This is an optimization exercise on Yosys and OpenROAD, whose aim is small area, a short achievable clock period and few clock cycles, not a production implementation.
RTL that was checked went through simulation tests only; none was proved equivalent to the original.
Only the layout flow was run in runs 5 and 6; the RTL was not checked for function there.
Power is estimated from default activity; no workload was simulated.

$ cat design.v
module dust_crc_table (
    input  wire        clk,
    input  wire        rst,
    input  wire        bld_valid,
    input  wire [15:0] bld_poly,
    output wire        bld_ready,
    output wire        tbl_valid,
    output wire        built_n,      
    output reg  [15:0] poly,
    output reg  [7:1]  d
);
    reg built;
    reg empty;       
    always @(posedge clk) begin
        if (rst) begin
            built <= 1'b0;
            empty <= 1'b1;
        end else if (bld_valid) begin
            built <= 1'b1;
            empty <= 1'b0;
        end
    end
    always @(posedge clk) begin
        if (!built)
            poly <= bld_poly;
    end
    reg [7:0] dd;
    integer n, m;
    always @* begin
        dd = 8'd1;
        for (n = 1; n < 8; n = n + 1) begin
            dd[n] = 1'b0;
            for (m = 1; m <= n; m = m + 1)
                dd[n] = dd[n] ^ (poly[16-m] & dd[n-m]);
        end
    end
    always @(posedge clk)
        d <= dd[7:1];
    assign built_n   = built || bld_valid;
    assign bld_ready = empty;
    assign tbl_valid = built;
endmodule
module dust_crc_step (
    input  wire [15:0] poly,
    input  wire [7:1]  d,
    input  wire [15:0] crc,
    input  wire [7:0]  b,
    output reg  [15:0] crc_next
);
    reg [7:0] u, f;
    integer k, m;
    always @* begin
        for (k = 0; k < 8; k = k + 1)
            u[k] = crc[15-k] ^ b[7-k];
        for (k = 0; k < 8; k = k + 1) begin
            f[k] = u[k];
            for (m = 1; m <= k; m = m + 1)
                f[k] = f[k] ^ (d[m] & u[k-m]);
        end
        crc_next = {crc[7:0], 8'h00};
        for (k = 0; k < 8; k = k + 1)
            crc_next = crc_next ^ ({16{f[k]}} & (poly << (7 - k)));
    end
endmodule
module dust_tx (
    input  wire        clk,
    input  wire        rst,
    input  wire        enable,
    input  wire [15:0] poly,
    input  wire [7:1]  d,
    input  wire        hdr_valid,
    input  wire [1:0]  opcode,
    input  wire [1:0]  len_code,
    input  wire        ack,
    input  wire [10:0] pkt_num,
    output reg         hdr_ready,
    input  wire        in_valid,
    input  wire [7:0]  in_data,
    output reg         in_ready,
    output reg         out_valid,
    output reg  [7:0]  out_data,
    output reg         out_last,
    input  wire        out_ready
);
    localparam O_IDLE = 2'd0;
    localparam O_HDR  = 2'd1;
    localparam O_PAY  = 2'd2;
    localparam O_CRC  = 2'd3;
    reg        in_pay;       
    reg        hpend;        
    reg [15:0] hi16;         
    reg        sv;           
    reg        sl;           
    reg [1:0]  ost;
    reg [1:0]  hcnt;
    reg [15:0] crc;
    wire [15:0] crc_next;
    dust_crc_step u_step (.poly(poly), .d(d), .crc(crc), .b(out_data), .crc_next(crc_next));
    wire hacc  = hdr_valid && hdr_ready;
    wire pacc  = in_valid && in_ready;
    wire plast = (hi16[15:8] == 8'd0);
    wire ofree = !out_valid || out_ready;
    wire xfer  = out_valid && out_ready;
    wire st_idle = (ost == O_IDLE);
    wire st_hdr  = (ost == O_HDR);
    wire st_pay  = (ost == O_PAY);
    wire st_crc  = (ost == O_CRC);
    wire start   = st_idle && hpend && enable;
    wire hdr_end = st_hdr && (hcnt == 2'd3);
    wire       load      = start || st_hdr || st_crc || (st_pay && (sv || pacc));
    wire       pay_last  = sv ? sl : plast;
    wire [7:0] pay_data  = sv ? hi16[7:0] : in_data;
    wire [7:0] load_data = st_pay ? pay_data : st_crc ? crc_next[15:8] : hi16[15:8];
    wire hdr_free = !in_pay && !hpend && !sv;
    wire skid_in  = in_pay && !sv && st_pay;
    wire take = st_pay && ofree;
    wire sv_n     = (sv || pacc) && !take;
    wire in_pay_n = hacc || (in_pay && !(pacc && plast));
    wire hpend_n  = hacc || (hpend && !(start && ofree));
    always @(posedge clk) begin
        if (rst) begin
            in_pay    <= 1'b0;
            hpend     <= 1'b0;
            sv        <= 1'b0;
            hdr_ready <= 1'b1;
            in_ready  <= 1'b0;
            ost       <= O_IDLE;
            out_valid <= 1'b0;
            crc       <= 16'h0000;
        end else begin
            in_pay    <= in_pay_n;
            hpend     <= hpend_n;
            sv        <= sv_n;
            hdr_ready <= !in_pay_n && !hpend_n && !sv_n;
            in_ready  <= in_pay_n && !sv_n && (st_pay || (hdr_end && ofree));
            if (xfer)
                crc <= crc_next;
            if (ofree) begin
                out_valid <= load;
                if (start)
                    ost <= O_HDR;
                else if (hdr_end)
                    ost <= O_PAY;
                else if (st_pay && load && pay_last)
                    ost <= O_CRC;
                else if (st_crc && hcnt == 2'd1)
                    ost <= O_IDLE;
            end
        end
    end
    always @(posedge clk) begin
        if (hdr_free)
            hi16 <= {opcode, len_code, ack, pkt_num};
        else if (ofree && hdr_end)
            hi16[15:8] <= (8'd32 << hi16[5:4]) - 8'd1;
        else if (ofree && (start || st_hdr))
            hi16 <= {hi16[7:0], ~hi16[15:8]};
        else begin
            if (pacc)
                hi16[15:8] <= hi16[15:8] - 8'd1;
            if (skid_in)
                hi16[7:0] <= in_data;
        end
        if (skid_in)
            sl <= plast;
        if (ofree) begin
            out_data <= load_data;
            out_last <= st_crc && (hcnt == 2'd1);
            if (start)
                hcnt <= 2'd1;
            else if (st_hdr || st_crc)
                hcnt <= hcnt + 2'd1;
        end
    end
endmodule
module dust_rx (
    input  wire        clk,
    input  wire        rst,
    input  wire        enable,
    input  wire [15:0] poly,
    input  wire [7:1]  d,
    input  wire        in_valid,
    input  wire [7:0]  in_data,
    output reg         in_ready,
    output reg         res_valid,
    output reg         res_hdr_ok,
    output reg         res_crc_ok,
    output wire [31:0] res_hdr,
    output wire [15:0] res_residue
);
    reg        rv;           
    reg [7:0]  rd;
    reg        pend;         
    reg        body;         
    reg        first;        
    reg [1:0]  hcnt;
    reg [31:0] hdr_word;     
    reg [15:0] crc;
    assign res_hdr     = hdr_word;
    assign res_residue = crc;
    wire [15:0] crc_base = first ? 16'h0000 : crc;
    wire [15:0] crc_next;
    dust_crc_step u_step (.poly(poly), .d(d), .crc(crc_base), .b(rd), .crc_next(crc_next));
    wire        half_ok  = (rd == ~hdr_word[15:8]);
    wire        hdr_good = res_hdr_ok && half_ok;
    wire [1:0]  hdr_len  = hdr_word[21:20];
    wire [8:0]  cnt      = hdr_word[8:0];
    wire hdr_end  = !body && (hcnt == 2'd3);
    wire body_end = body && (cnt == 9'd0);
    wire end_good = rv && body_end;
    wire end_bad  = rv && hdr_end && !hdr_good;
    wire take     = in_valid && in_ready;
    wire take_end = body && (rv ? (cnt == 9'd1) : (cnt == 9'd0));
    always @(posedge clk) begin
        if (rst) begin
            rv        <= 1'b0;
            in_ready  <= 1'b0;
            pend      <= 1'b0;
            body      <= 1'b0;
            first     <= 1'b1;
            hcnt      <= 2'd0;
            res_valid <= 1'b0;
        end else begin
            rv        <= take;
            in_ready  <= enable && !(take && take_end);
            pend      <= end_good;
            res_valid <= pend || end_bad;
            if (rv) begin
                first <= end_good || end_bad;
                if (!body) begin
                    hcnt <= hcnt + 2'd1;
                    if (hdr_end && hdr_good)
                        body <= 1'b1;
                end else if (body_end)
                    body <= 1'b0;
            end
        end
    end
    always @(posedge clk) begin
        rd <= in_data;
        if (rv) begin
            crc <= crc_next;
            if (!body) begin
                hdr_word <= {hdr_word[23:0], rd};
                if (hcnt == 2'd2)
                    res_hdr_ok <= half_ok;
                if (hcnt == 2'd3)
                    res_hdr_ok <= hdr_good;
                if (hdr_end && hdr_good)
                    hdr_word[8:0] <= (9'd32 << hdr_len) + 9'd1;
            end else if (body_end)
                hdr_word[8:0] <= ~hdr_word[24:16];
            else
                hdr_word[8:0] <= cnt - 9'd1;
        end
        if (pend)
            res_crc_ok <= res_hdr_ok && (crc == 16'h0000);
        else if (end_bad)
            res_crc_ok <= 1'b0;
    end
endmodule
module dust_frame_engine (
    input  wire        clk,
    input  wire        rst,
    input  wire        bld_valid,
    input  wire [15:0] bld_poly,
    output wire        bld_ready,
    output wire        tbl_valid,
    input  wire        tx_hdr_valid,
    input  wire [1:0]  tx_opcode,
    input  wire [1:0]  tx_len_code,
    input  wire        tx_ack,
    input  wire [10:0] tx_pkt_num,
    output wire        tx_hdr_ready,
    input  wire        tx_in_valid,
    input  wire [7:0]  tx_in_data,
    output wire        tx_in_ready,
    output wire        tx_out_valid,
    output wire [7:0]  tx_out_data,
    output wire        tx_out_last,
    input  wire        tx_out_ready,
    input  wire        rx_in_valid,
    input  wire [7:0]  rx_in_data,
    output wire        rx_in_ready,
    output wire        rx_res_valid,
    output wire        rx_res_hdr_ok,
    output wire        rx_res_crc_ok,
    output wire [31:0] rx_res_hdr,
    output wire [15:0] rx_res_residue
);
    wire [15:0] poly;
    wire [7:1]  d;
    wire        built_n;
    dust_crc_table u_table (
        .clk(clk), .rst(rst),
        .bld_valid(bld_valid), .bld_poly(bld_poly),
        .bld_ready(bld_ready), .tbl_valid(tbl_valid), .built_n(built_n),
        .poly(poly), .d(d)
    );
    dust_tx u_tx (
        .clk(clk), .rst(rst), .enable(tbl_valid), .poly(poly), .d(d),
        .hdr_valid(tx_hdr_valid), .opcode(tx_opcode), .len_code(tx_len_code),
        .ack(tx_ack), .pkt_num(tx_pkt_num), .hdr_ready(tx_hdr_ready),
        .in_valid(tx_in_valid), .in_data(tx_in_data), .in_ready(tx_in_ready),
        .out_valid(tx_out_valid), .out_data(tx_out_data), .out_last(tx_out_last),
        .out_ready(tx_out_ready)
    );
    dust_rx u_rx (
        .clk(clk), .rst(rst), .enable(built_n), .poly(poly), .d(d),
        .in_valid(rx_in_valid), .in_data(rx_in_data), .in_ready(rx_in_ready),
        .res_valid(rx_res_valid), .res_hdr_ok(rx_res_hdr_ok), .res_crc_ok(rx_res_crc_ok),
        .res_hdr(rx_res_hdr), .res_residue(rx_res_residue)
    );
endmodule
$ cat flow/run.sh
#!/bin/bash
# Layout flow: the standard flow with ports buffered by buf_1 and the
# timing repair aiming for 6.3 ns of setup slack.
bash standard.sh finish BUFFER_PORTS_ARGS="-buffer_cell sky130_fd_sc_hd__buf_1" SETUP_SLACK_MARGIN=6.3 > standard.log 2>&1
$ cat standard.sh
#!/bin/bash
# synth_recipe.tcl (not shown) runs the flow's synth.tcl, then flattens the netlist and writes it again
# the make line also repeats each setting of config.mk as NAME=value (left out here)
make -C /OpenROAD-flow-scripts/flow DESIGN_CONFIG=/design/flow/config.mk WORK_HOME=/design/flow/orfs CLKGATE_MAP_FILE= SYNTH_SCRIPT=/design/flow/synth_recipe.tcl "${@:-finish}"
$ cat config.mk
export PLATFORM = sky130hd
export DESIGN_NAME = dust_frame_engine
export DESIGN_NICKNAME = dust_frame_engine
export VERILOG_FILES = /design/flow/design.v
export SDC_FILE = /design/flow/constraint.sdc
export NUM_CORES = 4
export LEC_CHECK = 0
export CAP_MARGIN = 20
export CELL_PAD_IN_SITES_DETAIL_PLACEMENT = 1
export CELL_PAD_IN_SITES_GLOBAL_PLACEMENT = 2
export CORE_MARGIN = 2
export CORE_UTILIZATION = 50
export CTS_BUF_LIST = sky130_fd_sc_hd__clkbuf_8
export PLACE_DENSITY = 0.65
export SLEW_MARGIN = 20
export SYNTH_MEMORY_MAX_BITS = 8192
$ cat constraint.sdc
create_clock -name core_clock -period 10.0 [get_ports {clk}]
set_input_delay 2.0000 -clock core_clock [delete_from_list [all_inputs] [get_ports {clk}]]
set_output_delay 2.0000 -clock core_clock [all_outputs]
set_load 0.01 [all_outputs]
==> results of run 1 <==
-- cell type report --
type                    count  area [sq um]
fillers                  2481          8700
multi-input cells         958          6370
flip-flops and latches    143          3800
repair buffers            152           703
well taps                 270           338
clock buffers              17           234
clock inverters            15           196
inverters                  22          86.3
-- report_power, final --
part / switching [mW] / leakage, nW / internal, mW
clock: 0.296 / 0.212 / 0.216
combinational: 1.39 / 3.07 / 1.34
sequential: 0.108 / 1.30 / 0.753
-- cells by family (layout without fill, tap and decap cells) --
family / Yosys count / count (layout) / share of synthesized area, %
AO/OA/AOI/OAI: 201 / 201 / 11.5
XOR/XNOR: 229 / 229 / 24.4
adder cells (fa/ha/maj): 11 / 11 / 1.31
buffers and inverters: 103 / 206 / 4.00
flip-flops: 143 / 143 / 36.3
multiplexers: 24 / 24 / 2.41
AND/OR/NAND/NOR: 493 / 493 / 20.1
-- through the flow --
| stage | setup WS [ns] | power (mW) | area [sq um] | hold WS [ns] | util [%] |
|---|---|---|---|---|---|
| 6_report | 6.46 | 4.10 | 11700 | 0.465 | 57.4 |
| 5_1_grt | 6.27 | 4.34 | 11700 | 0.507 | 57.4 |
| 4_1_cts | 6.32 | 4.04 | 11600 | 0.468 | 56.8 |
| 3_5_place_dp | 5.67 | 3.49 | 11100 | 0.443 | 54.5 |
| 3_3_place_gp | 5.81 | 3.41 | 11100 | 0.438 | 54.4 |
| 2_1_floorplan | 6.33 | 2.93 | 10500 | 0.398 | - |
-- Yosys cell counts (all sizes together), types with 22 or more instances --
master / instances / area share [%]
nand2: 297 / 11
a21oi: 65 / 3.1
xnor3: 38 / 8.2
xor2: 60 / 5.2
clkbuf: 59 / 2.1
inv: 22 / 0.79
nor2: 91 / 3.3
xnor2: 131 / 11
dfxtp: 49 / 9.4
o21ai: 66 / 3.1
edfxtp: 94 / 27
buf: 22 / 1.1
-- timing repair --
action	CTS	global route
gates resized for setup	6	3
endpoints found under the setup margin	26	27
gates cloned	0	0
pin swaps	0	2
buffers inserted	1	11
-- worst max-delay path by stage --
stage	end	startpoint
after floorplan	u_tx.hi16[13]	tx_out_ready
after global placement	u_tx.hi16[10]	tx_out_ready
after detailed placement	u_tx.hi16[9]	tx_out_ready
after CTS	u_rx.crc[6]	u_rx.crc[15]
after global routing	u_tx.hi16[15]	tx_out_ready
final	u_tx.out_data[4]	u_tx.out_data[7]
-- metal layers --
metal	vias to the layer above	track usage (%)
li1	4239	-
met1	4580	40.2
met2	255	51.1
met3	49	5.17
met4	0	7.71
met5	-	0
-- sequential cells by signal, summed over array words and instances (netlist names), 2 cells and up --
register,count
u_rx.crc,16
u_rx.hcnt,2
u_rx.hdr_word,32
u_rx.rd,8
u_table.d,7
u_table.poly,16
u_tx.crc,16
u_tx.hcnt,2
u_tx.hi16,16
u_tx.ost,2
u_tx.out_data,8
-- layout by cell type (no fill, tap or decap), drive strengths merged, types with 38 or more instances in the layout --
master and count:
dfxtp 49, a21oi 65, xnor2 131, nor2 91, xnor3 38, xor2 60
o21ai 66, nand2 297, buf 152, edfxtp 94
==> results.cfg, run 1 <==
[setup_path]
crit_chain = xnor2_2, o211ai_1, a211oi_1, o211ai_2, and2_2, nand2_1, xnor3_1, xnor2_1, o221ai_1
r2r-start = u_tx.out_data[7]
path_max_fanout = 10
worst-path-stages = 9
cp-start-kind = flop
end_kind = flop
crit_type = reg -> reg
reg2reg_depth = 9
cp_num_buf_inv = 0
worst_path_max_delay_cell = edfxtp_1
crit_family = XOR/XNOR gates
r2r_end = u_tx.out_data[4]
ff2ff_setup_slack_ns = 6.46
arrival_ns = 3.74
crit_path_max_incr_delay_ns = 0.56
required_ns = 10.20

[timing]
grt_setup_unrepaired = no
setup_tns_ns = 0
report.final.slew_viol_count = 0
maxSlewHeadroom_pct = 31.8
fin_crit_ns = 3.54
hold_viol = 0
min_period_over_period_pct = 35.4
clock-skew-final_ns = 0.0153
finalSetupViolations = 0
timing.fmax_ghz = 0.282
worst_pin_slew_ns = 1.02

[worst_hold_path]
hold_class = reg -> reg
hold_path.startpoint = u_table.empty
hold_end = u_table.empty
hold_depth = 1

[place]
numPortBuffers = 120
place_congestion = 0.793
place_hpwl_um = 22100
dpl.cell_count = 1533

[power_and_ir_drop]
p_per_area_nw_per_um2 = 350
leakagePower_nw = 4.58
peakVddDrop_mv = 0.198

[detailed_routing]
drc = 0
highest_layer = met4
wl_um = 32900
ant_nets = 0
routed-wl-met2_um = 16000
drt_first_iter_violations = 607
wl_per_cell_um = 20.9
met3_wirelength_um = 1780
met1_length_um = 14500
vias_per_cell = 5.79
drtPass1Iterations = 5
via_count = 9123

[clock_tree]
clkTransAtPathRegs_ns = 0.10
cts-hold-fix-buffers = 0
h-tree-depth = 4
cts_max_path_buffers = 2
insertion_delay_ns = 0.47
cts-root-buf = clkbuf_8
cts_sinks = 143
cts_inserted_buffers = 17
cts_tree = yes

[final_layout]
final_layout_size_suffix_gt1_share_pct = 7.35
areaGrowthSynthToFinish_pct = 11.8
stdcell_count = 1577
diodes = 0
fin_nets = 1360

[logic_synthesis]
ys_async_sr_fraction_pct = 0
synth-seq-cells = 143
yosys_warnings = 4
synth_flop_cell = edfxtp_1
syn_inst = 1204
synth-edff-count = 94
syn_nets = 1270
netlist_area_sq_um = 10500
ys_seq_area_share_pct = 36.3
syn_area_per_cell_sq_um = 8.71
synth_cell_types = 55

[grt]
grt_overflow = 0
grt_max_degree = 38
grt_pass1_wl_um = 51500
grt_pass1_vias = 9290
antenna_found_initial = 0
grtUsageTotal_pct = 30.1

[run]
maxCapViolCount = 0

[floorplanning]
die-area_sq_um = 22200
row_count = 52
die_h_um = 149
initial_core_util_pct = 51.3
coreArea_sq_um = 20400
die_x_um = 149
io_pins = 121

[status]
status = timing/DRC/antenna clean
Testbench counts, summed over its fixed seeds: cycles 13,079.
==> run 2: changes to the inputs <==
==> flow/run.sh (replaced) <==
#!/bin/bash
# Layout flow: the standard flow with ports buffered by buf_1 and the
# timing repair aiming for 6.6 ns of setup slack.
bash standard.sh finish BUFFER_PORTS_ARGS="-buffer_cell sky130_fd_sc_hd__buf_1" SETUP_SLACK_MARGIN=6.6 > standard.log 2>&1
==> results.cfg, run 2 <==
[timing]
grt_setup_unrepaired = yes
hold_viol = 0
maxSlewHeadroom_pct = 26.5
min_period_over_period_pct = 33.7
clock-skew-final_ns = 0.0173
fin_crit_ns = 3.37
hold_ws_ns = 0.466
report.final.slew_viol_count = 0
fin_ws_ns = 6.63
timing.fmax_ghz = 0.297
finalSetupViolations = 0
setup_tns_ns = 0
worst_pin_slew_ns = 1.09

[logic_synthesis]
syn_area_per_cell_sq_um = 8.71
syn_nets = 1270
yosysTopAreaCell = edfxtp_1
synth_flop_cell = edfxtp_1
ys_seq_area_share_pct = 36.3
syn_inst = 1204
netlist_area_sq_um = 10500
yosysMostFrequentCell = nand2_1
synth_top_area_share_pct = 26.9
synth.top_cells.by_area = edfxtp_1, xnor2_1, nand2_1, dfxtp_1, xnor3_1
synth_common_cells = nand2_1, xnor2_1, edfxtp_1
yosys_warnings = 4
synth-edff-count = 94
synth-seq-cells = 143
ys_async_sr_fraction_pct = 0
synth_cell_types = 55

[final_layout]
fin_nets = 1357
final_layout_size_suffix_gt1_share_pct = 8.21
areaGrowthSynthToFinish_pct = 13.0
regMostFlops = u_rx.hdr_word
utilization_pct = 58.0
final_common_cell = nand2_1
largest_reg_flops = 32
layout_common_cells = nand2_1, xnor2_1, buf_1, edfxtp_1, nor2_1

[worst_hold_path]
hold_class = reg -> reg

[place]
pre_cts_ws_ns = 5.99
numPortBuffers = 120
place_congestion = 0.829
place_hpwl_um = 22500

[power_and_ir_drop]
peakVddDrop_mv = 0.166
p_seq_share_pct = 21.7
switching_share_pct = 42.6
power_switching_mw = 1.72
p_clk_share_pct = 12.7
power.internal_mw = 2.33
leakagePower_nw = 4.62
p_per_area_nw_per_um2 = 342
pwr-share-comb_pct = 65.6

[detailed_routing]
drtPass1Iterations = 5
wl_per_cell_um = 21.0
ant_nets = 0
via_count = 9132
drt_first_iter_violations = 649
drc = 0
vias_per_cell = 5.80
wl_um = 33000

[setup_path]
cp_num_buf_inv = 1
worst_path_max_delay_cell = edfxtp_1
crit_type = reg -> out
required_ns = 8.00
crit_chain = buf_1
arrival_ns = 1.37
crit_path_max_incr_delay_ns = 0.62
crit_family = flip-flops
path_max_fanout = 4
end_kind = output pin
cp-start-kind = flop

[grt]
grt_max_degree = 35
grt_pass1_wl_um = 51000
grt_pass1_vias = 9265
antenna_found_initial = 1
grtUsageTotal_pct = 30.1
grt_overflow = 0

[clock_tree]
cts_max_path_buffers = 2
h-tree-depth = 4
insertion_delay_ns = 0.48
cts_sinks = 143
cts-root-buf = clkbuf_8
cts_tree = yes
clkTransAtPathRegs_ns = 0.10
cts_inserted_buffers = 17

[floorplanning]
coreArea_sq_um = 20400
die-area_sq_um = 22200
die_h_um = 149
row_count = 52
die_x_um = 149
initial_core_util_pct = 51.3
io_pins = 121

[run]
maxCapViolCount = 0

[status]
status = timing/DRC/antenna clean
==> run 2: cell count changes in the layout (fill, tap and decap cells not counted), sizes merged <==
cell and delta:
buf -5, clkinv -2, clkinvlp -1, diode +1
inv +3, o21ai +1, xor2 +1
==> run 2: final timing paths <==
path / cells past startpoint / start / end / slack, ns
max reg2reg: 10 / u_tx.out_data[6] / u_tx.out_data[0] / 6.72
min: 2 / u_tx.crc[0] / u_tx.crc[0] / 0.47
max: 1 / u_tx.out_data[6] / tx_out_data[6] / 6.63
min reg2reg: 2 / u_tx.crc[0] / u_tx.crc[0] / 0.47
==> run 2: final cells by class <==
class	instances	area, sq um
Antenna cell	1	2.50
Clock buffer	17	234
Clock inverter	15	189
Fill cell	2457	8580
Inverter	22	85.1
Multi-Input combinational cell	960	6520
Sequential cell	143	3810
Tap cell	270	338
Timing Repair Buffer	147	677
==> run 2: cells by family (layout without fill, tap and decap cells) <==
kind of cell | after synthesis | count (layout) | synth area share [%]
and+or+nand+nor | 493 | 493 | 20.1
xor gates and xnor gates | 229 | 230 | 24.4
AOI/OAI and AO/OA | 201 | 202 | 11.5
DFF | 143 | 143 | 36.3
buffers and inverters | 103 | 201 | 4.00
muxes | 24 | 24 | 2.41
adders and majority gates | 11 | 11 | 1.31
other | 0 | 1 | 0
==> run 2: stage by stage <==
| step | power, mW | instances | cell area (sq um) |
|---|---|---|---|
| after floorplan | 2.93 | 1204 | 10500 |
| after global placement | 3.32 | 1529 | 11100 |
| after detailed placement | 3.40 | 1529 | 11100 |
| after CTS | 4.00 | 1568 | 11700 |
| after global routing | 4.29 | 1574 | 11800 |
| final | 4.05 | 1575 | 11900 |
==> run 2: power groups by stage <==
stage	registers, mW	clock network (mW)	logic [mW]
6_report	0.881	0.514	2.66
3_5_place_dp	0.884	0	2.51
4_1_cts	0.873	0.518	2.61
2_1_floorplan	0.830	0	2.10
5_1_grt	0.889	0.533	2.87
3_3_place_gp	0.880	0	2.44
==> run 2: routing by layer <==
metal | wire length (um) | global-route usage, % | vias up
li1 | - | - | 4246
met1 | 14400 | 40.5 | 4546
met2 | 15900 | 50.2 | 291
met3 | 1990 | 4.34 | 49
met4 | 686 | 9.81 | 0
met5 | 0 | 0 | -
==> run 2: repair_timing <==
item,CTS,global route
buffers inserted,6,5
setup endpoints to repair,34,35
gates resized for setup,12,18
pin swaps,3,2
hold buffers,0,0
gates cloned,1,1
==> run 3: changes to the inputs <==
==> flow/run.sh (replaced) <==
#!/bin/bash
# Layout flow: the standard flow with ports buffered by buf_1 and the
# timing repair aiming for 6.5 ns of setup slack.
bash standard.sh finish BUFFER_PORTS_ARGS="-buffer_cell sky130_fd_sc_hd__buf_1" SETUP_SLACK_MARGIN=6.5 > standard.log 2>&1
==> results.cfg, run 3 <==
[floorplanning]
die-area_sq_um = 22200
die_x_um = 149
io_pins = 121
initial_core_util_pct = 51.3
row_count = 52
die_h_um = 149
coreArea_sq_um = 20400

[setup_path]
crit_family = flip-flops
cp_num_buf_inv = 1
end_kind = output pin
cp-start-kind = flop
worst-path-stages = 1
crit_chain = buf_1
arrival_ns = 1.41
worst_path_max_delay_cell = edfxtp_1
reg2reg_depth = 9
path_max_fanout = 4
crit_type = reg -> out
crit_path_max_incr_delay_ns = 0.65
required_ns = 8.00

[place]
place_congestion = 0.822
numPortBuffers = 120
dpl.cell_count = 1527
place_hpwl_um = 22200

[logic_synthesis]
synthAdderAreaFrac_pct = 1.31
synth_top_area_share_pct = 26.9
yosysTopAreaCell = edfxtp_1
synth-seq-cells = 143
ys_seq_area_share_pct = 36.3
syn_area_per_cell_sq_um = 8.71
syn_inst = 1204
synth-xor-area-share_pct = 24.4
synth_top_family_by_area = XOR/XNOR gates
syn_nets = 1270
synth_compound_area_share_pct = 11.5
synth.top_cells.by_area = edfxtp_1, xnor2_1, nand2_1, dfxtp_1, xnor3_1
yosys_warnings = 4
synth_common_cells = nand2_1, xnor2_1, edfxtp_1
synth_flop_cell = edfxtp_1
synth_cell_types = 55
ys_async_sr_fraction_pct = 0
synth-simple-area-share_pct = 20.1
synth_mux_area_share_pct = 2.41
synth-edff-count = 94
yosysMostFrequentCell = nand2_1
netlist_area_sq_um = 10500

[timing]
min_period_over_period_pct = 34.1
finalSetupViolations = 0
timing.fmax_ghz = 0.293
worst_pin_slew_ns = 1.07
report.final.slew_viol_count = 0
setup_tns_ns = 0
grt_setup_unrepaired = no
fin_crit_ns = 3.41
clock-skew-final_ns = 0.0200
hold_ws_ns = 0.480
maxSlewHeadroom_pct = 28.9
hold_viol = 0

[status]
status = timing/DRC/antenna clean

[final_layout]
multi_input_comb_area_sq_um = 6450
layout_common_cells = nand2_1, xnor2_1, buf_1, edfxtp_1, nor2_1
largest_reg_flops = 32
final_layout_size_suffix_gt1_share_pct = 8.03
seq_area_sq_um = 3810
fill_cells = 2452
final_common_cell = nand2_1
fin_nets = 1360
areaGrowthSynthToFinish_pct = 12.4
diodes = 0
regMostFlops = u_rx.hdr_word
stdcell_count = 1577

[power_and_ir_drop]
p_per_area_nw_per_um2 = 345
leakagePower_nw = 4.60
peakVddDrop_mv = 0.181

[detailed_routing]
wl_per_cell_um = 20.8
wl_um = 32800
ant_nets = 0
drt_first_iter_violations = 586
drtPass1Iterations = 5
via_count = 9091
drc = 0
vias_per_cell = 5.76

[grt]
grt_pass1_vias = 9070
grt_pass1_wl_um = 50600
grt_overflow = 0
busiest_layer = met2
met1_usage_pct = 39.3
antenna_found_initial = 0
met2_usage_pct = 50.7
grt_use_met3_pct = 4.86
grtUsageTotal_pct = 29.6
grt_max_degree = 39

[clock_tree]
insertion_delay_ns = 0.47
cts-hold-fix-buffers = 0
cts_max_path_buffers = 2
h-tree-depth = 4
cts_sinks = 143
cts_tree = yes
cts_inserted_buffers = 17
clkTransAtPathRegs_ns = 0.09
cts-root-buf = clkbuf_8

[run]
maxCapViolCount = 0

[worst_hold_path]
hold_depth = 2
hold_class = reg -> reg
## run 3: changes by cell type in the layout (fill, tap and decap cells not counted), moves of 2 or more
cell | before | now
buf_4 | 23 | 29
buf_6 | 3 | 0
xnor2_1 | 120 | 123
xnor2_4 | 5 | 2
clkinv_8 | 3 | 1
## run 3: worst paths after layout
check	slack, ns	from	to
max	6.59	u_tx.out_data[6]	tx_out_data[6]
min	0.48	u_tx.crc[4]	u_tx.crc[4]
max reg2reg	6.65	u_tx.out_data[6]	u_tx.out_data[7]
min reg2reg	0.48	u_tx.crc[4]	u_tx.crc[4]
## run 3: area by class of cell
type | count | area share [%]
clock buffer | 17 | 1.98
clock inverter | 15 | 1.64
multi-input combinational | 960 | 54.7
tap | 270 | 2.86
inverter | 22 | 0.721
timing repair buffer | 150 | 5.84
sequential | 143 | 32.3
## run 3: worst register-to-register path, stage by stage, from the launching register on
cell and delay (ns):
edfxtp_1 0.60, xnor2_2 0.46, nor2_1 0.11, xnor2_1 0.18, xnor2_2 0.57, nand2_1 0.19, xnor3_1 0.31, xnor3_1 0.45
nand3_1 0.10, o221ai_1 0.12
## run 3: per-stage QoR
stage               worst slack [ns]  instance area [sq um]  util (%)  total power, mW
CTS                             6.45                  11600      56.7             3.97
global placement                6.06                  11100      54.2             3.34
finish                          6.59                  11800      57.7             4.07
global route                    6.47                  11800      57.7             4.30
floorplan                       6.54                  10500         -             2.93
detailed placement              5.90                  11100      54.2             3.41
## run 3: repair_timing
item	4_1_cts	5_1_grt
endpoints found under the setup margin	34	39
setup buffers	3	13
cloned	0	2
resized for setup	8	12
pin swaps	1	2
## run 3: where the power goes
part,total [mW],switching [mW],internal (mW)
Clock,0.518,0.281,0.237
Combinational,2.67,1.32,1.36
Sequential,0.879,0.126,0.753
## run 3: cell families (layout without fill, tap and decap cells)
kind of cell | count (synthesis) | in the layout
multiplexers | 24 | 24
flip-flops | 143 | 143
adder cells (fa/ha/maj) | 11 | 11
AND/OR/NAND/NOR | 493 | 493
AO/OA/AOI/OAI | 201 | 202
buffers and inverters | 103 | 204
XOR/XNOR | 229 | 230
## run 3: per-layer routing
metal | part of all wire [%] | vias up
met4 | 1.3 | 0
met2 | 49 | 278
li1 | - | 4247
met3 | 5.8 | 36
met5 | 0 | -
met1 | 44 | 4530
==> run 4: changes to the inputs <==
--- a/config.mk
+++ b/config.mk
@@ -10,7 +10,7 @@
 export CELL_PAD_IN_SITES_GLOBAL_PLACEMENT = 2
 export CORE_MARGIN = 2
-export CORE_UTILIZATION = 50
+export CORE_UTILIZATION = 45
 export CTS_BUF_LIST = sky130_fd_sc_hd__clkbuf_8
-export PLACE_DENSITY = 0.65
+export PLACE_DENSITY = 0.55
 export SLEW_MARGIN = 20
 export SYNTH_MEMORY_MAX_BITS = 8192
==> results.cfg, run 4 <==
[clock_tree]
cts-hold-fix-buffers = 0
cts_inserted_buffers = 17
cts_max_path_buffers = 2
clkTransAtPathRegs_ns = 0.10
h-tree-depth = 4
insertion_delay_ns = 0.48
cts_sinks = 143
cts_tree = yes
cts-root-buf = clkbuf_8

[detailed_routing]
ant_nets = 0
routed-wl-met2_um = 15100
wl_per_cell_um = 19.5
highest_layer = met4
wl_um = 31400
met1_length_um = 14600
drc = 0
met3_wirelength_um = 1340
vias_per_cell = 5.49
via_count = 8874
drtPass1Iterations = 5
drt_first_iter_violations = 570

[setup_path]
r2r-start = u_tx.out_data[7]
end_kind = output pin
crit_type = reg -> out
cp-start-kind = flop
required_ns = 8.00
arrival_ns = 1.38
r2r_end = u_tx.out_data[2]
reg2reg_depth = 9
setup.worst_path.start = u_tx.out_data[7]
ff2ff_setup_slack_ns = 6.69
path_max_fanout = 3

[logic_synthesis]
netlist_area_sq_um = 10500
syn_area_per_cell_sq_um = 8.71
syn_nets = 1270
synth_flop_cell = edfxtp_1
synth_top_area_share_pct = 26.9
ys_async_sr_fraction_pct = 0
synth_common_cells = nand2_1, xnor2_1, edfxtp_1
synth_cell_types = 55
yosys_warnings = 4
synth-edff-count = 94
ys_seq_area_share_pct = 36.3
syn_inst = 1204
yosysTopAreaCell = edfxtp_1
yosysMostFrequentCell = nand2_1
synth-seq-cells = 143
synth.top_cells.by_area = edfxtp_1, xnor2_1, nand2_1, dfxtp_1, xnor3_1

[timing]
fin_ws_ns = 6.62
fin_crit_ns = 3.38
worst_pin_slew_ns = 0.915
timing.fmax_ghz = 0.296
grt_setup_unrepaired = no
maxSlewHeadroom_pct = 38.5
report.final.slew_viol_count = 0
min_period_over_period_pct = 33.8
hold_viol = 0
setup_tns_ns = 0
clock-skew-final_ns = 0.0143
finalSetupViolations = 0

[worst_hold_path]
hold_end = u_table.empty
hold_path.startpoint = u_table.empty
hold_class = reg -> reg
hold_depth = 1

[run]
maxCapViolCount = 0

[final_layout]
utilization_pct = 51.7
layout_common_cells = nand2_1, xnor2_1, buf_1, edfxtp_1, nor2_1
regMostFlops = u_rx.hdr_word
areaGrowthSynthToFinish_pct = 12.3
final_layout_size_suffix_gt1_share_pct = 7.53
fin_nets = 1355
largest_reg_flops = 32
diodes = 0
final_common_cell = nand2_1

[grt]
grt_max_degree = 39
grtUsageTotal_pct = 26.1
antenna_found_initial = 0
grt_pass1_wl_um = 49400
grt_overflow = 0
grt_pass1_vias = 8783

[floorplanning]
die-area_sq_um = 24500
die_x_um = 157
io_pins = 121
row_count = 55
die_h_um = 157
initial_core_util_pct = 46.0
coreArea_sq_um = 22800

[power_and_ir_drop]
peakVddDrop_mv = 0.341
design_power_total_mw = 4.02
leakagePower_nw = 4.56
p_per_area_nw_per_um2 = 342

[place]
place_hpwl_um = 21700
place_congestion = 0.810
numPortBuffers = 120
pre_cts_ws_ns = 5.99

[status]
status = timing/DRC/antenna clean
==> run 4: where the power goes <==
part | internal [mW] | switching [mW]
clock | 0.193 | 0.295
combinational | 1.33 | 1.32
sequential | 0.753 | 0.125
==> run 4: layout make-up <==
type | instances | area [sq um]
clock buffers | 17 | 234
clock inverters | 15 | 191
fillers | 2729 | 11000
inverters | 22 | 82.6
multi-input cells | 959 | 6420
flip-flops and latches | 143 | 3810
well taps | 313 | 392
repair buffers | 146 | 646
==> run 4: how the worst max path moves through the flow <==
stage,cells past startpoint,end
3_3_place_gp,5,u_tx.hi16[14]
5_1_grt,9,u_rx.crc[9]
2_1_floorplan,7,u_tx.hi16[0]
3_5_place_dp,5,u_tx.hi16[14]
6_report,2,tx_out_data[7]
4_1_cts,9,u_tx.out_data[1]
==> run 4: logic make-up after synthesis <==
family | synth area share [%]
compound gates | 11.5
xor+xnor | 24.4
fa+ha+maj | 1.31
buf+inv | 4.00
flops | 36.3
mux | 2.41
simple gates | 20.1
==> run 4: worst max-delay path, cell delays in order (launching register included) <==
cell	delay, ns
edfxtp_1	0.58
buf_4	0.19
buf_1	0.15
==> run 4: through the flow <==
stage          hold WS [ns]  cells  cell area (sq um)
2_1_floorplan         0.398   1204              10500
3_3_place_gp          0.437   1573              11100
3_5_place_dp          0.446   1573              11100
4_1_cts               0.470   1609              11700
5_1_grt               0.489   1615              11800
6_report              0.465   1615              11800
==> run 4: repair_timing <==
action                     4_1_cts  5_1_grt
setup endpoints to repair       29       24
gates cloned                     1        0
pin swaps                        2        0
setup buffers                    3        6
gates resized for setup          8       11
==> run 4: routing by layer <==
| layer | vias up | GRT usage, % |
|---|---|---|
| li1 | 4232 | - |
| met1 | 4405 | 35.8 |
| met2 | 208 | 43.8 |
| met3 | 29 | 3.63 |
| met4 | 0 | 6.29 |
| met5 | - | 0 |
==> run 5: changes to the inputs <==
--- a/design.v
+++ b/design.v
@@ -127,4 +127,5 @@
             ost       <= O_IDLE;
             out_valid <= 1'b0;
+            out_data  <= 8'h00;
             crc       <= 16'h0000;
         end else begin
@@ -138,4 +139,5 @@
             if (ofree) begin
                 out_valid <= load;
+                out_data  <= load_data;
                 if (start)
                     ost <= O_HDR;
@@ -165,5 +167,4 @@
             sl <= plast;
         if (ofree) begin
-            out_data <= load_data;
             out_last <= st_crc && (hcnt == 2'd1);
             if (start)
@@ -221,4 +222,5 @@
             hcnt      <= 2'd0;
             res_valid <= 1'b0;
+            crc       <= 16'h0000;
         end else begin
             rv        <= take;
@@ -226,4 +228,6 @@
             pend      <= end_good;
             res_valid <= pend || end_bad;
+            if (rv)
+                crc <= crc_next;
             if (rv) begin
                 first <= end_good || end_bad;
@@ -240,5 +244,4 @@
         rd <= in_data;
         if (rv) begin
-            crc <= crc_next;
             if (!body) begin
                 hdr_word <= {hdr_word[23:0], rd};
--- a/config.mk
+++ b/config.mk
@@ -10,7 +10,7 @@
 export CELL_PAD_IN_SITES_GLOBAL_PLACEMENT = 2
 export CORE_MARGIN = 2
-export CORE_UTILIZATION = 45
+export CORE_UTILIZATION = 50
 export CTS_BUF_LIST = sky130_fd_sc_hd__clkbuf_8
-export PLACE_DENSITY = 0.55
+export PLACE_DENSITY = 0.65
 export SLEW_MARGIN = 20
 export SYNTH_MEMORY_MAX_BITS = 8192
==> results.cfg, run 5 <==
[detailed_routing]
wl_um = 34300
drtPass1Iterations = 5
met1_length_um = 15300
wl_per_cell_um = 21.3
highest_layer = met4
via_count = 9676
ant_nets = 0
drc = 0
vias_per_cell = 6.02
routed-wl-met2_um = 16600
drt_first_iter_violations = 733
met3_wirelength_um = 1500

[final_layout]
layout_common_cells = nand2_1, buf_1, xnor2_1, o21ai_0, nor2_1
diodes = 0
final_common_cell = nand2_1
largest_reg_flops = 32
regMostFlops = u_rx.hdr_word
final_layout_size_suffix_gt1_share_pct = 6.31
fin_nets = 1385
areaGrowthSynthToFinish_pct = 9.76

[timing]
worst_pin_slew_ns = 1.06
report.final.slew_viol_count = 0
hold_ws_ns = 0.461
timing.fmax_ghz = 0.299
min_period_over_period_pct = 33.5
setup_tns_ns = 0
hold_viol = 0
maxSlewHeadroom_pct = 29.5
clock-skew-final_ns = 0.0213
fin_crit_ns = 3.35
finalSetupViolations = 0
grt_setup_unrepaired = no

[worst_hold_path]
hold_class = reg -> reg

[logic_synthesis]
synth_top_family_by_area = XOR/XNOR gates
synth_top_area_share_pct = 19.4
ys_seq_area_share_pct = 32.9
yosys_warnings = 4
synth.top_cells.by_area = edfxtp_1, dfxtp_1, xnor3_1, nand2_1, xnor2_1
synth_common_cells = nand2_1, xnor2_1, o21ai_0
synth-seq-cells = 143
netlist_area_sq_um = 10800
synthAdderAreaFrac_pct = 1.27
yosysMostFrequentCell = nand2_1
synth-xor-area-share_pct = 22.9
synth_compound_area_share_pct = 15.4
synth-simple-area-share_pct = 21.1
synth-edff-count = 70
synth_cell_types = 70
syn_nets = 1320
syn_inst = 1254
ys_async_sr_fraction_pct = 0
synth_mux_area_share_pct = 1.69
yosysTopAreaCell = edfxtp_1
synth_flop_cell = dfxtp_1
syn_area_per_cell_sq_um = 8.64

[floorplanning]
coreArea_sq_um = 21200
io_pins = 121
initial_core_util_pct = 51.2
die_h_um = 151
die_x_um = 151
row_count = 53
die-area_sq_um = 22900

[power_and_ir_drop]
p_per_area_nw_per_um2 = 270
leakagePower_nw = 4.71
peakVddDrop_mv = 0.230
design_power_total_mw = 3.21

[clock_tree]
cts_tree = yes
cts_max_path_buffers = 2
clkTransAtPathRegs_ns = 0.09
h-tree-depth = 4
cts-root-buf = clkbuf_8
cts_sinks = 143
insertion_delay_ns = 0.47
cts_inserted_buffers = 17
cts-hold-fix-buffers = 0

[setup_path]
crit_type = reg -> reg
path_max_fanout = 16
arrival_ns = 3.73
required_ns = 10.38
cp-start-kind = flop
end_kind = flop

[status]
status = timing/DRC/antenna clean

[grt]
grt_overflow = 0
grt_pass1_vias = 9625
grtUsageTotal_pct = 30.5
grt_max_degree = 60
antenna_found_initial = 0
grt_pass1_wl_um = 53600

[place]
place_congestion = 0.834
numPortBuffers = 120
place_hpwl_um = 23200

[run]
maxCapViolCount = 0
==> run 5: worst paths after layout <==
kind	start	end	slack [ns]	depth (start not counted)
hold / removal	u_table.empty	u_table.empty	0.46	1
setup / recovery	u_rx.crc[14]	u_rx.crc[7]	6.65	9
setup reg to reg	u_rx.crc[14]	u_rx.crc[7]	6.65	9
hold reg to reg	u_table.empty	u_table.empty	0.46	1
==> run 5: per-stage QoR <==
stage / instance area, sq um / setup slack, ns / util [%] / cells
finish: 11900 / 6.65 / 56.2 / 1607
global route: 11900 / 6.51 / 56.2 / 1607
CTS: 11900 / 6.57 / 56.1 / 1607
detailed placement: 11400 / 5.58 / 54.0 / 1573
global placement: 11400 / 5.66 / 53.9 / 1572
floorplan: 10800 / 6.53 / - / 1254
==> run 5: routing by layer <==
layer	track usage, %	vias up
li1	-	4502
met1	41.4	4832
met2	50.5	287
met3	2.86	55
met4	11.4	0
met5	0	-
==> run 5: kinds of logic after synthesis <==
kind of cell / Yosys count
AND/OR/NAND/NOR: 497
AO/OA/AOI/OAI: 258
XOR/XNOR: 198
flip-flops: 143
buffers and inverters: 129
multiplexers: 18
adder cells (fa/ha/maj): 11
==> run 5: report_power, final <==
part	leakage (nW)	switching [mW]	internal (mW)
Sequential	1.27	0.0973	0.678
Combinational	3.23	0.987	0.942
Clock	0.205	0.255	0.247
==> run 5: worst max-delay path: stages (launching register included) <==
cell and delay (ns):
dfxtp_1 0.64, nand2b_1 0.26, xnor2_1 0.34, nand2_1 0.14
xnor3_1 0.44, xnor2_4 0.53, nand2_1 0.15, xnor2_1 0.20
xnor3_1 0.34, a211oi_2 0.21
==> run 5: cell type report <==
type	instances	area [sq um]
clock buffers	17	234
clock inverters	15	173
fillers	2562	9260
inverters	31	120
multi-input cells	982	6820
flip-flops and latches	143	3560
well taps	275	344
repair buffers	143	628
repair inverters	1	5.00
==> run 5: timing repair <==
action	in CTS	in global routing
endpoints found under the setup margin	27	30
pin swaps	0	2
gates cloned	1	0
buffers inserted	1	0
gates resized for setup	6	9
==> run 6: changes to the inputs <==
--- a/design.v
+++ b/design.v
@@ -127,5 +127,4 @@
             ost       <= O_IDLE;
             out_valid <= 1'b0;
-            out_data  <= 8'h00;
             crc       <= 16'h0000;
         end else begin
@@ -139,5 +138,4 @@
             if (ofree) begin
                 out_valid <= load;
-                out_data  <= load_data;
                 if (start)
                     ost <= O_HDR;
@@ -166,4 +164,5 @@
         if (skid_in)
             sl <= plast;
+        out_data <= ({8{ofree}} & load_data) | ({8{!ofree}} & out_data);
         if (ofree) begin
             out_last <= st_crc && (hcnt == 2'd1);
@@ -222,5 +221,4 @@
             hcnt      <= 2'd0;
             res_valid <= 1'b0;
-            crc       <= 16'h0000;
         end else begin
             rv        <= take;
@@ -228,6 +226,4 @@
             pend      <= end_good;
             res_valid <= pend || end_bad;
-            if (rv)
-                crc <= crc_next;
             if (rv) begin
                 first <= end_good || end_bad;
@@ -243,4 +239,5 @@
     always @(posedge clk) begin
         rd <= in_data;
+        crc <= ({16{rv}} & crc_next) | ({16{!rv}} & crc);
         if (rv) begin
             if (!body) begin
==> results.cfg, run 6 <==
[status]
status = timing/DRC/antenna clean

[floorplanning]
initial_core_util_pct = 50.7
coreArea_sq_um = 21000
die_x_um = 150
die-area_sq_um = 22400
io_pins = 121
die_h_um = 150
row_count = 53

[grt]
grtUsageTotal_pct = 28.9
antenna_found_initial = 1
grt_max_degree = 37
grt_pass1_wl_um = 50400
grt_pass1_vias = 9309
grt_overflow = 0

[logic_synthesis]
synth_common_cells = nand2_1, xnor2_1, nor2_1
synthAdderAreaFrac_pct = 1.30
yosys_warnings = 4
synth-edff-count = 94
synth-xor-area-share_pct = 23.5
synth_mux_area_share_pct = 2.50
synth_compound_area_share_pct = 12.9
syn_nets = 1287
netlist_area_sq_um = 10600
synth-seq-cells = 143
yosysMostFrequentCell = nand2_1
ys_async_sr_fraction_pct = 0
synth.top_cells.by_area = edfxtp_1, xnor2_1, nand2_1, dfxtp_1, xnor3_1
synth_top_family_by_area = XOR/XNOR gates
syn_inst = 1221
ys_seq_area_share_pct = 35.8
synth_flop_cell = edfxtp_1
synth_cell_types = 58
synth_top_area_share_pct = 26.6
synth-simple-area-share_pct = 19.7
syn_area_per_cell_sq_um = 8.70
yosysTopAreaCell = edfxtp_1

[place]
place_congestion = 0.835
placed_area_sq_um = 11200
pre_cts_ws_ns = 5.83
dpl.cell_count = 1548
place_hpwl_um = 21800
numPortBuffers = 120

[timing]
hold_ws_ns = 0.471
min_period_over_period_pct = 33.6
maxSlewHeadroom_pct = 35.8
clock-skew-final_ns = 0.0232
report.final.slew_viol_count = 0
hold_viol = 0
finalSetupViolations = 0
timing.fmax_ghz = 0.297
setup_tns_ns = 0
fin_crit_ns = 3.36
worst_pin_slew_ns = 0.963
fin_ws_ns = 6.64
grt_setup_unrepaired = no

[clock_tree]
clkTransAtPathRegs_ns = 0.10
cts_inserted_buffers = 17
cts_tree = yes
cts_sinks = 143
h-tree-depth = 4
cts-root-buf = clkbuf_8
cts_max_path_buffers = 2
cts-hold-fix-buffers = 0
insertion_delay_ns = 0.48

[power_and_ir_drop]
design_power_total_mw = 3.87
p_per_area_nw_per_um2 = 331
leakagePower_nw = 4.46
peakVddDrop_mv = 0.261

[detailed_routing]
vias_per_cell = 5.74
drtPass1Iterations = 4
drt_first_iter_violations = 506
wl_per_cell_um = 19.9
via_count = 9085
ant_nets = 0
drc = 0
wl_um = 31600

[setup_path]
r2r-start = u_rx.first
arrival_ns = 3.58
path_max_fanout = 13
reg2reg_depth = 10
ff2ff_setup_slack_ns = 6.68
crit_type = in -> reg
end_kind = flop
required_ns = 10.22
cp-start-kind = primary input

[final_layout]
final_common_cell = nand2_1
areaGrowthSynthToFinish_pct = 10.3
utilization_pct = 55.9
final_layout_size_suffix_gt1_share_pct = 7.42
stdcell_count = 1584
fin_nets = 1361
final_area_sq_um = 11700
layout_common_cells = nand2_1, xnor2_1, buf_1, nor2_1, edfxtp_1

[worst_hold_path]
hold_path.startpoint = u_tx.crc[4]
hold_class = reg -> reg
hold_end = u_tx.crc[4]
hold_depth = 2

[run]
maxCapViolCount = 0
==> run 6: cells by family (layout without fill, tap and decap cells) <==
group,after synthesis,count (layout)
flip-flops,143,143
AO/OA/AOI/OAI,220,220
other,0,1
multiplexers,25,25
buffers and inverters,111,198
adder cells (fa/ha/maj),11,11
XOR/XNOR,232,232
AND/OR/NAND/NOR,479,479
==> run 6: final cells by class <==
| cell class | instances | area [sq um] |
|---|---|---|
| Fill cell | 2580 | 9240 |
| Multi-Input combinational cell | 967 | 6470 |
| Sequential cell | 143 | 3810 |
| Timing Repair Buffer | 144 | 638 |
| Tap cell | 275 | 344 |
| Clock buffer | 17 | 234 |
| Clock inverter | 15 | 128 |
| Inverter | 22 | 82.6 |
| Antenna cell | 1 | 2.50 |
==> run 6: metal layers <==
metal  GRT usage, %  vias to the layer above  routed length, um
met4           7.69                        0                517
met3           3.45                       36               1210
met5              0                        -                  0
met2           49.9                      213              16000
met1           38.7                     4545              13900
li1               -                     4291                  -
==> run 6: worst max-delay path by stage <==
| stage | cells after the start | to | startpoint | slack (ns) |
|---|---|---|---|---|
| 2_1_floorplan | 8 | u_tx.hi16[13] | tx_out_ready | 6.52 |
| 3_5_place_dp | 7 | u_tx.hi16[15] | tx_out_ready | 5.83 |
| 5_1_grt | 10 | flop | u_rx.first | 6.48 |
| 6_report | 7 | u_tx.hi16[13] | tx_out_ready | 6.64 |
| 4_1_cts | 10 | flop | flop | 6.51 |
| 3_3_place_gp | 4 | u_tx.hi16[11] | tx_out_ready | 5.91 |
==> run 6: what timing repair did <==
| action | 4_1_cts | 5_1_grt |
|---|---|---|
| endpoints found under the setup margin | 40 | 35 |
| pin swaps | 0 | 1 |
| setup buffers | 0 | 3 |
| resized for setup | 7 | 14 |
==> run 6: worst max-delay path, cell delays in order <==
cell and delay (ns):
buf_1 0.13, nor2b_2 0.10, inv_2 0.25, and3_1 0.48, mux2_2 0.38, o22ai_1 0.14, o21ai_0 0.09
==> run 6: power by group <==
group          total (mW)  switching [mW]  internal, mW
registers           0.855           0.101         0.754
clock network       0.453           0.272         0.180
logic                2.57            1.32          1.24
==> run 7: changes to the inputs <==
--- a/design.v
+++ b/design.v
@@ -164,6 +164,6 @@
         if (skid_in)
             sl <= plast;
-        out_data <= ({8{ofree}} & load_data) | ({8{!ofree}} & out_data);
         if (ofree) begin
+            out_data <= load_data;
             out_last <= st_crc && (hcnt == 2'd1);
             if (start)
@@ -239,6 +239,6 @@
     always @(posedge clk) begin
         rd <= in_data;
-        crc <= ({16{rv}} & crc_next) | ({16{!rv}} & crc);
         if (rv) begin
+            crc <= crc_next;
             if (!body) begin
                 hdr_word <= {hdr_word[23:0], rd};
--- a/config.mk
+++ b/config.mk
@@ -11,5 +11,7 @@
 export CORE_MARGIN = 2
 export CORE_UTILIZATION = 50
-export CTS_BUF_LIST = sky130_fd_sc_hd__clkbuf_8
+export CTS_BUF_LIST = sky130_fd_sc_hd__clkbuf_16
+export CTS_CLUSTER_DIAMETER = 120
+export CTS_CLUSTER_SIZE = 40
 export PLACE_DENSITY = 0.65
 export SLEW_MARGIN = 20
==> results.cfg, run 7 <==
[grt]
grt_pass1_vias = 9131
grtUsageTotal_pct = 30.3
grt_overflow = 0
grt_max_degree = 39
antenna_found_initial = 0
grt_pass1_wl_um = 51800

[floorplanning]
initial_core_util_pct = 51.3
die_h_um = 149
coreArea_sq_um = 20400
io_pins = 121
die-area_sq_um = 22200
die_x_um = 149
row_count = 52

[timing]
grt_setup_unrepaired = no
clock-skew-final_ns = 0.0118
hold_viol = 0
fin_crit_ns = 3.41
timing.fmax_ghz = 0.293
min_period_over_period_pct = 34.1
setup_tns_ns = 0
maxSlewHeadroom_pct = 26.5
finalSetupViolations = 0
worst_pin_slew_ns = 1.10
report.final.slew_viol_count = 0

[final_layout]
areaGrowthSynthToFinish_pct = 14.4
stdcell_count = 1578
seq_area_sq_um = 3810
multi_input_comb_area_sq_um = 6450
fin_nets = 1361
utilization_pct = 58.7
final_layout_size_suffix_gt1_share_pct = 8.18
layout_common_cells = nand2_1, xnor2_1, buf_1, edfxtp_1, nor2_1
fill_cells = 2430
regMostFlops = u_rx.hdr_word
final_common_cell = nand2_1
diodes = 0
largest_reg_flops = 32

[logic_synthesis]
syn_area_per_cell_sq_um = 8.71
syn_inst = 1204
synth-seq-cells = 143
syn_nets = 1270
synth_common_cells = nand2_1, xnor2_1, edfxtp_1
ys_async_sr_fraction_pct = 0
synth_flop_cell = edfxtp_1
synth_cell_types = 55
synth.top_cells.by_area = edfxtp_1, xnor2_1, nand2_1, dfxtp_1, xnor3_1
yosys_warnings = 4
synth-edff-count = 94
synth_top_area_share_pct = 26.9
netlist_area_sq_um = 10500
yosysTopAreaCell = edfxtp_1
ys_seq_area_share_pct = 36.3
yosysMostFrequentCell = nand2_1

[clock_tree]
cts_inserted_buffers = 17
cts-hold-fix-buffers = 0
insertion_delay_ns = 0.44
cts-root-buf = clkbuf_16
cts_sinks = 143
cts_tree = yes
cts_max_path_buffers = 2
h-tree-depth = 4
clkTransAtPathRegs_ns = 0.07

[power_and_ir_drop]
power_switching_mw = 1.76
pwr-share-comb_pct = 63.2
power.internal_mw = 2.50
p_seq_share_pct = 20.7
switching_share_pct = 41.3
leakagePower_nw = 4.70
p_clk_share_pct = 16.2
p_per_area_nw_per_um2 = 355
peakVddDrop_mv = 0.163

[detailed_routing]
wl_per_cell_um = 21.1
ant_nets = 0
drc = 0
vias_per_cell = 5.78
via_count = 9120
drtPass1Iterations = 5
drt_first_iter_violations = 625
wl_um = 33200

[setup_path]
end_kind = flop
required_ns = 10.16
path_max_fanout = 13
reg2reg_depth = 9
ff2ff_setup_slack_ns = 6.59
crit_type = reg -> reg
arrival_ns = 3.57
r2r_end = u_tx.out_data[4]
cp-start-kind = flop
r2r-start = u_tx.out_data[7]

[worst_hold_path]
hold_end = u_tx.crc[4]
hold_class = reg -> reg
hold_depth = 2
hold_path.startpoint = u_tx.crc[4]

[place]
dpl.cell_count = 1527
place_congestion = 0.822
place_hpwl_um = 22200
numPortBuffers = 120

[run]
maxCapViolCount = 0

[status]
status = timing/DRC/antenna clean
[run 7: cell count changes in the layout (fill, tap and decap cells not counted), moves of 14 or more]
| cell | before | now |
|---|---|---|
| xnor2_1 | 140 | 123 |
| clkbuf_16 | 0 | 17 |
| nor2_1 | 103 | 89 |
| nand2_1 | 269 | 296 |
| clkbuf_8 | 17 | 0 |
[run 7: layer usage]
metal / routed length, um / vias to the layer above / global-route usage [%] / share of wire [%]
li1: - / 4239 / - / -
met1: 14600 / 4553 / 40.6 / 44
met2: 16300 / 288 / 51.6 / 49
met3: 1800 / 40 / 4.53 / 5.4
met4: 563 / 0 / 8.00 / 1.7
met5: 0 / - / 0 / 0
[run 7: power by group through the flow]
stage	Combinational [mW]	Sequential, mW	Clock, mW
floorplan	2.10	0.830	0
global placement	2.45	0.886	0
detailed placement	2.52	0.888	0
CTS	2.58	0.880	0.695
global route	2.88	0.891	0.717
finish	2.69	0.881	0.689
[run 7: cell type report]
type | instances | share of cell area (%)
Clock buffer | 17 | 3.55
Clock inverter | 15 | 1.62
Inverter | 22 | 0.709
Multi-Input combinational cell | 959 | 53.7
Sequential cell | 143 | 31.7
Tap cell | 270 | 2.82
Timing Repair Buffer | 152 | 5.86
[run 7: cell families after synthesis]
family | after synthesis | share of synthesized area (%)
multiplexers | 24 | 2.41
adder cells (fa/ha/maj) | 11 | 1.31
flip-flops | 143 | 36.3
AND/OR/NAND/NOR | 493 | 20.1
AO/OA/AOI/OAI | 201 | 11.5
buffers and inverters | 103 | 4.00
XOR/XNOR | 229 | 24.4
[run 7: critical path, cell delays in order, from the launching register on]
cell	delay [ns]
edfxtp_1	0.55
xnor2_4	0.37
nor2_1	0.12
xnor3_1	0.40
xnor2_2	0.57
nand2_1	0.15
xnor2_1	0.23
xnor3_1	0.28
xnor2_1	0.30
o221ai_1	0.17
[run 7: through the flow]
step                      cell area, sq um  hold slack [ns]  setup slack (ns)  power, mW
after global routing                 12000            0.487              6.53       4.49
after floorplan                      10500            0.398              6.54       2.93
after global placement               11100            0.436              6.06       3.34
after detailed placement             11100            0.465              5.90       3.41
final                                12000            0.479              6.59       4.26
after CTS                            11800            0.474              6.43       4.16
[run 7: worst max path at each step]
stage,slack [ns],from,endpoint,depth (start not counted)
final,6.59,u_tx.out_data[7],u_tx.out_data[4],9
after global routing,6.53,u_rx.crc[14],u_rx.crc[12],10
after CTS,6.43,u_tx.out_data[7],u_tx.out_data[4],9
after detailed placement,5.90,u_tx.out_data[6],u_tx.out_data[4],9
after global placement,6.06,u_tx.out_data[6],u_tx.out_data[4],9
after floorplan,6.54,tx_out_ready,u_tx.hi16[0],7
[run 7: repair_timing]
| item | in CTS | in global routing |
|---|---|---|
| resized for setup | 10 | 12 |
| gates cloned | 1 | 0 |
| setup buffers | 1 | 17 |
| pin swaps | 1 | 3 |
| setup endpoints to repair | 55 | 54 |
Testbench counts of run 7, summed over its fixed seeds: cycles 13,079.
==> run 8: changes to the inputs <==
==> config.mk (replaced) <==
export PLATFORM = sky130hd
export DESIGN_NAME = dust_frame_engine
export DESIGN_NICKNAME = dust_frame_engine
export VERILOG_FILES = /design/flow/design.v
export SDC_FILE = /design/flow/constraint.sdc
export NUM_CORES = 4
export LEC_CHECK = 0
export CAP_MARGIN = 20
export CELL_PAD_IN_SITES_DETAIL_PLACEMENT = 0
export CELL_PAD_IN_SITES_GLOBAL_PLACEMENT = 0
export CORE_MARGIN = 2
export CORE_UTILIZATION = 60
export CTS_BUF_LIST = sky130_fd_sc_hd__clkbuf_8
export PLACE_DENSITY = 0.8
export SLEW_MARGIN = 20
export SYNTH_MEMORY_MAX_BITS = 8192
==> results.cfg, run 8 <==
[status]
status = timing/DRC/antenna clean

[floorplanning]
die_h_um = 136
row_count = 48
coreArea_sq_um = 17200
die-area_sq_um = 18600
die_x_um = 136
io_pins = 121
initial_core_util_pct = 61.1

[detailed_routing]
drt_first_iter_violations = 937
drc = 0
drtPass1Iterations = 6
ant_nets = 0
wl_per_cell_um = 17.5
via_count = 8967
wl_um = 26500
vias_per_cell = 5.91

[logic_synthesis]
yosysMostFrequentCell = nand2_1
synth_top_area_share_pct = 26.9
syn_area_per_cell_sq_um = 8.71
synth-seq-cells = 143
ys_async_sr_fraction_pct = 0
synth_common_cells = nand2_1, xnor2_1, edfxtp_1
synth_flop_cell = edfxtp_1
syn_inst = 1204
ys_seq_area_share_pct = 36.3
synth-edff-count = 94
synth_cell_types = 55
yosys_warnings = 4
yosysTopAreaCell = edfxtp_1
netlist_area_sq_um = 10500
syn_nets = 1270
synth.top_cells.by_area = edfxtp_1, xnor2_1, nand2_1, dfxtp_1, xnor3_1

[place]
place_congestion = 0.889
pre_cts_ws_ns = 6.06
dpl.cell_count = 1477
placed_area_sq_um = 11000
place_hpwl_um = 17900
numPortBuffers = 120

[final_layout]
layout_common_cells = nand2_1, xnor2_1, buf_1, edfxtp_1, nor2_1
largest_reg_flops = 32
final_common_cell = nand2_1
areaGrowthSynthToFinish_pct = 10.0
final_area_sq_um = 11500
regMostFlops = u_rx.hdr_word
diodes = 0
fin_nets = 1346
utilization_pct = 67.2
final_layout_size_suffix_gt1_share_pct = 6.34
stdcell_count = 1518

[timing]
worst_pin_slew_ns = 0.911
grt_setup_unrepaired = yes
hold_viol = 0
fin_crit_ns = 3.44
timing.fmax_ghz = 0.291
setup_tns_ns = 0
min_period_over_period_pct = 34.4
finalSetupViolations = 0
maxSlewHeadroom_pct = 39.3
fin_ws_ns = 6.56
clock-skew-final_ns = 0.0182
report.final.slew_viol_count = 0

[grt]
grt_overflow = 0
antenna_found_initial = 0
grt_pass1_vias = 8398
grtUsageTotal_pct = 29.2
grt_pass1_wl_um = 42200
grt_max_degree = 39

[clock_tree]
cts_max_path_buffers = 2
insertion_delay_ns = 0.48
cts_sinks = 143
cts_inserted_buffers = 17
cts-hold-fix-buffers = 0
cts-root-buf = clkbuf_8
cts_tree = yes
h-tree-depth = 4
clkTransAtPathRegs_ns = 0.08

[setup_path]
cp-start-kind = flop
arrival_ns = 3.64
crit_type = reg -> reg
path_max_fanout = 14
required_ns = 10.20
end_kind = flop

[worst_hold_path]
hold_class = reg -> reg

[power_and_ir_drop]
peakVddDrop_mv = 0.194
leakagePower_nw = 4.51
p_per_area_nw_per_um2 = 337

[run]
maxCapViolCount = 0
[run 8: cell counts after synthesis]
Identical to the previous run, type by type.
[run 8: final timing paths]
path              slack [ns]                to  depth (start not counted)             start
setup / recovery        6.56  u_tx.out_data[2]                          9  u_tx.out_data[6]
hold / removal          0.45       u_tx.crc[0]                          2       u_tx.crc[0]
setup reg to reg        6.56  u_tx.out_data[2]                          9  u_tx.out_data[6]
hold reg to reg         0.45       u_tx.crc[0]                          2       u_tx.crc[0]
[run 8: logic make-up after synthesis]
family / after synthesis / synth area share, %
buffers and inverters: 103 / 4.00
XOR/XNOR: 229 / 24.4
flip-flops: 143 / 36.3
adder cells (fa/ha/maj): 11 / 1.31
AND/OR/NAND/NOR: 493 / 20.1
multiplexers: 24 / 2.41
AO/OA/AOI/OAI: 201 / 11.5
[run 8: where the power goes]
| group | internal (mW) | leakage, nW | switching, mW |
|---|---|---|---|
| registers | 0.753 | 1.30 | 0.125 |
| logic | 1.31 | 3.00 | 1.24 |
| clock network | 0.225 | 0.205 | 0.232 |
[run 8: critical path: stages (launching register included)]
cell and delay [ns]:
edfxtp_1 0.58, xor2_4 0.43, a21oi_1 0.15, a211o_1 0.31
a211o_2 0.38, and2_1 0.33, nand2_1 0.13, xnor3_1 0.41
xnor2_1 0.29, o221ai_1 0.17
[run 8: layer usage]
layer  vias up  global-route usage, %  routed length, um
met1      4253                   37.9              10800
met4         0                   10.2                542
met2       454                   48.7              13100
met5         -                      0                  0
met3        46                   5.52               2120
li1       4214                      -                  -
[run 8: metrics by stage]
step | power, mW | hold WS [ns]
after floorplan | 2.93 | 0.398
after global placement | 3.32 | 0.432
after detailed placement | 3.38 | 0.447
after CTS | 3.87 | 0.458
after global routing | 4.11 | 0.490
final | 3.89 | 0.453
[run 8: cell type report]
cell class / count / area, sq um
fill: 1392 / 5640
tap: 225 / 282
inverter: 22 / 82.6
sequential: 143 / 3810
clock inverter: 14 / 130
multi-input combinational: 959 / 6410
clock buffer: 18 / 248
timing repair buffer: 137 / 578
[run 8: timing repair]
item / in CTS / in global routing
gates cloned: 1 / 0
pin swaps: 2 / 1
gates resized for setup: 8 / 7
endpoints found under the setup margin: 29 / 20
setup buffers: 2 / 6

afterwards: timing with drivers on the ports:
How much do the figures lean on ideal ports? The routed layouts below were timed once more, with nothing changed but the port constraints. Step 1: set_driving_cell puts a clkbuf_16 on clk and a buf_2 on each other input, an assumption about the parent block. Step 2 adds t to the input delays and takes it off the output delays; t is the mean of the earliest and latest rising clock arrival at the registers after step 1. Input paths then give back, and output paths get back, about the clock's delay inside the block. Slacks: ideal / step 1 / step 2; pairs: ideal / step 1.
| run | shift t [ns] | setup slack, ns | worst hold slack (ns) | slew at the worst register clock pin (ns) | pins driven straight from the clock port |
|---|---|---|---|---|---|
| run 1 | 0.507 | 6.458 / 6.458 / 5.996 | 0.465 / 0.465 / 0.465 | 0.11 / 0.11 | 1 |
| run 2 | 0.522 | 6.633 / 6.586 / 6.206 | 0.466 / 0.466 / 0.466 | 0.11 / 0.11 | 1 |
| run 3 | 0.504 | 6.588 / 6.543 / 6.227 | 0.480 / 0.480 / 0.480 | 0.11 / 0.11 | 1 |
| run 4 | 0.511 | 6.619 / 6.575 / 6.159 | 0.465 / 0.465 / 0.465 | 0.11 / 0.11 | 1 |
| run 5 | 0.505 | 6.652 / 6.652 / 6.222 | 0.461 / 0.461 / 0.461 | 0.10 / 0.10 | 1 |
| run 6 | 0.511 | 6.637 / 6.656 / 6.145 | 0.471 / 0.471 / 0.471 | 0.11 / 0.11 | 1 |
| run 7 | 0.481 | 6.593 / 6.593 / 6.229 | 0.479 / 0.479 / 0.479 | 0.08 / 0.08 | 1 |
| run 8 | 0.506 | 6.562 / 6.562 / 6.150 | 0.453 / 0.453 / 0.453 | 0.09 / 0.09 | 1 |
After both steps every run listed still meets setup and hold. The setup slack of run 6, which loses most, moves by +0.019 ns with the drivers and by -0.492 ns with both steps.
